Background: an optimization exercise with open tools, aiming at small area, a short achievable clock period and few clock cycles. Do not read the settings as production practice.
The RTL was checked by simulation tests, not by an equivalence proof against the original design.
Power is estimated from default activity; no workload was simulated.

## wip/quartz
Design lc3_core, start of the top module:
module lc3_core (
    input  wire        clk,
    input  wire        rst,
    input  wire [15:0] start_pc,
    output reg         mem_req,
    output reg         mem_we,
    output reg  [15:0] mem_addr,
    output wire [15:0] mem_wdata,
    input  wire        mem_gnt,
    input  wire [15:0] mem_rdata,
    output reg         out_vld,
    output reg  [7:0]  out_data,
    input  wire        out_rdy,
    input  wire        out_fail,
    output reg         in_rdy,
    input  wire        in_vld,
    input  wire [7:0]  in_data,
    input  wire        in_fail,
    output wire [1:0]  status,
    output wire [15:0] stop_pc,
    output wire [15:0] stop_ir,
    output wire        stop_dev
);
For scale: ~1900 cells after synthesis, ~200 flip-flops, ~0.016 mm^2 of cells after synthesis.
Settings: LEC_CHECK=0, CAP_MARGIN=20, CORE_MARGIN=2, CORE_UTILIZATION=40, PLACE_DENSITY=0.6, SETUP_SLACK_MARGIN=2, SLEW_MARGIN=20; clock period 8.0 ns.
run.sh (not shown) runs the stock make flow with config.mk's settings and CLKGATE_MAP_FILE= SYNTH_SCRIPT=/design/flow/synth_recipe.tcl, a recipe that flattens the netlist after the stock synthesis.
Testbench counts of wip/quartz, summed over its fixed seeds: cycles 38,067.
The following lists how wip/raven was set up differently from wip/quartz:
--- a/flow/config.mk
+++ b/flow/config.mk
@@ -12 +12 @@
-export SETUP_SLACK_MARGIN = 2
+export SETUP_SLACK_MARGIN = 2.7
Results
wip/raven vs. wip/quartz: area taken by flip-flops and latches barely changed; number of cell instances on the worst register-to-register path climbed 4; global-route usage dropped 0.22 points.
wip/raven reports a higher power than wip/quartz does.
Compared with wip/quartz, in wip/raven via count went up; final area went up; power share of the clock group went down; final worst setup slack went down; combinational gate power went up.
Highest metal layer with signal wires: met5 -> wip/raven, met4 -> wip/quartz
wip/raven: core utilization is 4.4 points higher than what wip/quartz reported.
Input-level comparison between wip/willow and wip/raven:
--- a/flow/config.mk
+++ b/flow/config.mk
@@ -12 +11,0 @@
-export SETUP_SLACK_MARGIN = 2.7
--- outcome ---
Count of placed standard cells in the final layout, fillers left out was higher in wip/raven than in wip/willow. Between wip/willow and wip/raven, total number of cells along the worst setup path is higher for wip/raven, wip/willow comes in under that. Highest routed metal layer: met5 -> wip/raven, met4 -> wip/willow. Looking at combinational group share of total power across wip/willow and wip/raven, the one that comes out higher is wip/raven. Fraction of met3 tracks used by global routing | wip/willow below wip/raven. Summary of wip/willow over wip/raven: final instance area now smaller; routed length per placed instance up 3.2%. wip/raven → wip/willow: violation count after the first detailed-route iteration now sits lower; wire length went down; placed standard-cell area down 71 um^2.

========
v6:
Another version of the RTL of lc3_core (not shown whole).
For scale: ~2,400 cells after synthesis, roughly 250 flip-flops, about 130 I/O pins.
Settings: LEC_CHECK=0, CAP_MARGIN=20, CORE_MARGIN=2, CORE_UTILIZATION=40, CTS_CLUSTER_DIAMETER=100, CTS_CLUSTER_SIZE=30, PLACE_DENSITY=0.6, SETUP_SLACK_MARGIN=3.8, SLEW_MARGIN=20, TNS_END_PERCENT=5; clock period 8.0 ns.
standard.sh (not shown) runs the stock make flow with config.mk's settings and CLKGATE_MAP_FILE= SYNTH_SCRIPT=/design/flow/synth_recipe.tcl, a recipe that flattens the netlist after the stock synthesis.
==> flow/flow/run.sh <==
#!/bin/bash
# Layout flow: the standard ORFS flow (standard.sh, unchanged synthesis,
# floorplan, power grid, placement, CTS and routing), with the port buffers
# that global placement inserts taken as sky130_fd_sc_hd__buf_2 cells instead
# of the default delay-buffer cell.  Each port still gets its own buffer.
set -euo pipefail
export BUFFER_PORTS_ARGS="-buffer_cell sky130_fd_sc_hd__buf_2"
bash standard.sh > standard_flow.log 2>&1
In summary, v6 completed successfully, with a layout that passed the timing, design-rule and antenna checks.
Testbench counts of v6, summed over its fixed seeds: cycles 36,739.
Input-level comparison between v7 and v6:
# v6
export LEC_CHECK = 0
export CAP_MARGIN = 20
export CORE_MARGIN = 2
export CORE_UTILIZATION = 40
export CTS_CLUSTER_DIAMETER = 100
export CTS_CLUSTER_SIZE = 30
export PLACE_DENSITY = 0.6
export SETUP_SLACK_MARGIN = 3.8
export SLEW_MARGIN = 20
export TNS_END_PERCENT = 5
create_clock -name core_clock -period 8.0 [get_ports {clk}]
# v7
export LEC_CHECK = 0
export CAP_MARGIN = 20
export CORE_MARGIN = 2
export CORE_UTILIZATION = 40
export CTS_CLUSTER_DIAMETER = 100
export CTS_CLUSTER_SIZE = 30
export PLACE_DENSITY = 0.6
export SETUP_SLACK_MARGIN = 3.6
export SLEW_MARGIN = 20
export TNS_END_PERCENT = 5
create_clock -name core_clock -period 8.0 [get_ports {clk}]
[summary]
- Delta (v7 minus v6): met3 track demand over resource in global routing saw a decrease, wire length saw a decrease.
- In the reports for v7 and v6, the larger clock network power consumption belongs to v6.
- Lower met3 routed wirelength among v7 and v6: v7
- Non-clock buffer count in the final layout went down by more than 10% going from v6 to v7.
--- input diff v7..v40 ---
# v7
export LEC_CHECK = 0
export CAP_MARGIN = 20
export CORE_MARGIN = 2
export CORE_UTILIZATION = 40
export CTS_CLUSTER_DIAMETER = 100
export CTS_CLUSTER_SIZE = 30
export PLACE_DENSITY = 0.6
export SETUP_SLACK_MARGIN = 3.6
export SLEW_MARGIN = 20
export TNS_END_PERCENT = 5
create_clock -name core_clock -period 8.0 [get_ports {clk}]
# v40
export LEC_CHECK = 0
export CAP_MARGIN = 20
export CORE_MARGIN = 2
export CORE_UTILIZATION = 48
export PLACE_DENSITY = 0.65
export SETUP_SLACK_MARGIN = 3.6
export SLEW_MARGIN = 20
export TNS_END_PERCENT = 5
create_clock -name core_clock -period 8.0 [get_ports {clk}]
Findings:
Number of violations reported at the end of detailed-routing iteration 0, v7 and v40: larger value in v40. Looking only at fmax, and setting everything else aside, the higher value of v7 and v40 goes to v7. Against v7, the final cell area of v40 is higher. For flip-flop and latch power, v40 and v7 come out practically identical. Taking v7 as the reference, in v40 post-layout minimum cycle time rose 110 ps, final worst-path setup slack fell 110 ps, number of standard cells in the layout, taps in and fillers out fell about 3.2%.

========
Another version of the RTL of lc3_core (not shown whole).
Size: ~2300 cells after synthesis, about 230 flip-flops, roughly 130 I/O pins.
Settings: LEC_CHECK=0, CAP_MARGIN=20, CORE_MARGIN=2, CORE_UTILIZATION=40, PLACE_DENSITY=0.6, SETUP_SLACK_MARGIN=3.5, SLEW_MARGIN=20, TNS_END_PERCENT=5; clock period 8.0 ns.
Scripts as last shown in full above: flow/flow/run.sh
Testbench counts at the start, summed over its fixed seeds: cycles 37,310.
==> next run, changes <==
SETUP_SLACK_MARGIN = 4   (was 3.5)
Effect:
- wire length decreases slightly
- total power hardly moves
- sequential share of layout area increases by 0.38 points

========
Setup of north:
Another version of the RTL of lc3_core (not shown whole).
Size in the first run: ~200 flip-flops, ~130 I/O pins, ~16000 um2 of cells after synthesis.
make LEC_CHECK=0 CAP_MARGIN=20 CORE_MARGIN=2 CORE_UTILIZATION=40 PLACE_DENSITY=0.6 SLEW_MARGIN=20 finish   # period 8.0 ns
run.sh (not shown) runs the stock make flow with config.mk's settings and CLKGATE_MAP_FILE= SYNTH_SCRIPT=/design/flow/synth_recipe.tcl, a recipe that flattens the netlist after the stock synthesis.
Stock flow here: none of the scripts above is used.
Testbench counts of north, summed over its fixed seeds: cycles 32,956.
What south does differently from north at the input level:
- SETUP_SLACK_MARGIN newly set to 1.5
Having completed the whole flow, south delivered a layout that passed the timing, design-rule and antenna checks. Going from north to south, flop-to-flop setup slack went down 0.17 ns, final layout net count went up about 1.4%, internal power went up about 3%, wire length after detailed routing went down 1.7%. Compared to north, south shows a wider setup margin. south: global-route usage lower than north. Compared with north, south shows share of total power consumed by net switching higher by 0.17 points. Going from north to south, worst hold slack fell 0.0097 ns, final cycle utilization of the critical path fell 4.3 points, via count rose 1.3%.

========
## T
lc3_core, a different RTL version from the one above (not shown whole).
For scale: roughly 2,300 cells after synthesis, about 220 flip-flops, ~130 I/O pins, roughly 20,000 sq um of cells after synthesis.
Design lc3_core, start of the top module:
module lc3_core (
    input  wire        clk,
    input  wire        rst,
    input  wire [15:0] start_pc,
    output reg         mem_req,
    output reg         mem_we,
    output reg  [15:0] mem_addr,
    output wire [15:0] mem_wdata,
    input  wire        mem_gnt,
    input  wire [15:0] mem_rdata,
    output reg         out_vld,
    output reg  [7:0]  out_data,
    input  wire        out_rdy,
    input  wire        out_fail,
    output reg         in_rdy,
    input  wire        in_vld,
    input  wire [7:0]  in_data,
    input  wire        in_fail,
    output wire [1:0]  status,
    output wire [15:0] stop_pc,
    output wire [15:0] stop_ir,
    output wire        stop_dev
);
==> flow/config.mk <==
export PLATFORM = sky130hd
export DESIGN_NAME = lc3_core
export DESIGN_NICKNAME = lc3_core
export VERILOG_FILES = /design/flow/design.v
export SDC_FILE = /design/flow/constraint.sdc
export NUM_CORES = 4
export LEC_CHECK = 0
export CAP_MARGIN = 20
export CORE_MARGIN = 2
export CORE_UTILIZATION = 40
export PLACE_DENSITY = 0.6
export SETUP_SLACK_MARGIN = 2
export SLEW_MARGIN = 20
==> flow/constraint.sdc <==
create_clock -name core_clock -period 8.0 [get_ports {clk}]
set_input_delay 1.6000 -clock core_clock [delete_from_list [all_inputs] [get_ports {clk}]]
set_output_delay 1.6000 -clock core_clock [all_outputs]
set_load 0.01 [all_outputs]
Testbench counts of T, summed over its fixed seeds: cycles 37,151.
What S does differently from T at the input level:
--- a/flow/config.mk
+++ b/flow/config.mk
@@ -10,4 +10,4 @@
 export CORE_UTILIZATION = 40
 export PLACE_DENSITY = 0.6
-export SETUP_SLACK_MARGIN = 2
+export SETUP_SLACK_MARGIN = 3
 export SLEW_MARGIN = 20
==> comparison <==
S vs T, final critical path time including I/O delays and setup went down by 0.86 ns.
Compared with T, S shows a higher total power.
Per the comparison of S with T, sequential cell power held steady, layout-stage area growth over the synthesis result +9.4 points.
~same post-synth net total in S and T

==> re-timing with driven ports <==
The results above use ideal ports. As a check the final layouts listed here were re-extracted and re-timed, cells and wires unchanged.
Step 1: set_driving_cell puts a clkbuf_16 on clk and a buf_2 on each other input, an assumption about the parent block.
Step 2 times the ports against the registers' clock, not the clock port: input delays grow and output delays shrink by t, the midpoint of the rising clock arrivals with the driver on.
a / b / c = ideal / step 1 / step 2; a / b = the first two.
| run | shift t [ns] | slack for setup (ns) | latest minus earliest clock arrival (ns) | worst slew at a driven data input, ns |
|---|---|---|---|---|
| wip/quartz | 0.542 | 1.881 / 1.813 / 1.563 | 0.017 / 0.018 | 0.08 |
| wip/raven | 0.538 | 1.855 / 1.799 / 1.913 | 0.025 / 0.025 | 0.09 |
| wip/willow | 0.542 | 0.592 / 0.535 / 0.187 | 0.037 / 0.037 | 0.06 |
| v6 | 0.601 | 3.491 / 3.455 / 2.935 | 0.026 / 0.026 | 0.15 |
| v7 | 0.595 | 3.408 / 3.408 / 2.852 | 0.027 / 0.027 | 0.08 |
| v40 | 0.652 | 3.300 / 3.241 / 2.766 | 0.019 / 0.018 | 0.08 |
| the first run of note 3 | 0.659 | 3.204 / 3.145 / 2.778 | 0.041 / 0.041 | 0.09 |
| the second run of note 3 | 0.659 | 3.341 / 3.331 / 2.767 | 0.030 / 0.031 | 0.17 |
| north | 0.576 | 0.266 / 0.211 / 0.211 | 0.018 / 0.018 | 0.07 |
| south | 0.520 | 0.611 / 0.572 / 0.572 | 0.024 / 0.024 | 0.06 |
| T | 0.655 | 1.956 / 1.935 / 1.646 | 0.012 / 0.012 | 0.05 |
| S | 0.657 | 2.812 / 2.753 / 2.462 | 0.030 / 0.031 | 0.05 |
After both steps setup and hold are still met in every run listed. The setup slack of the second run of note 3, which loses most, moves by -0.010 ns with the drivers and by -0.574 ns with both steps.
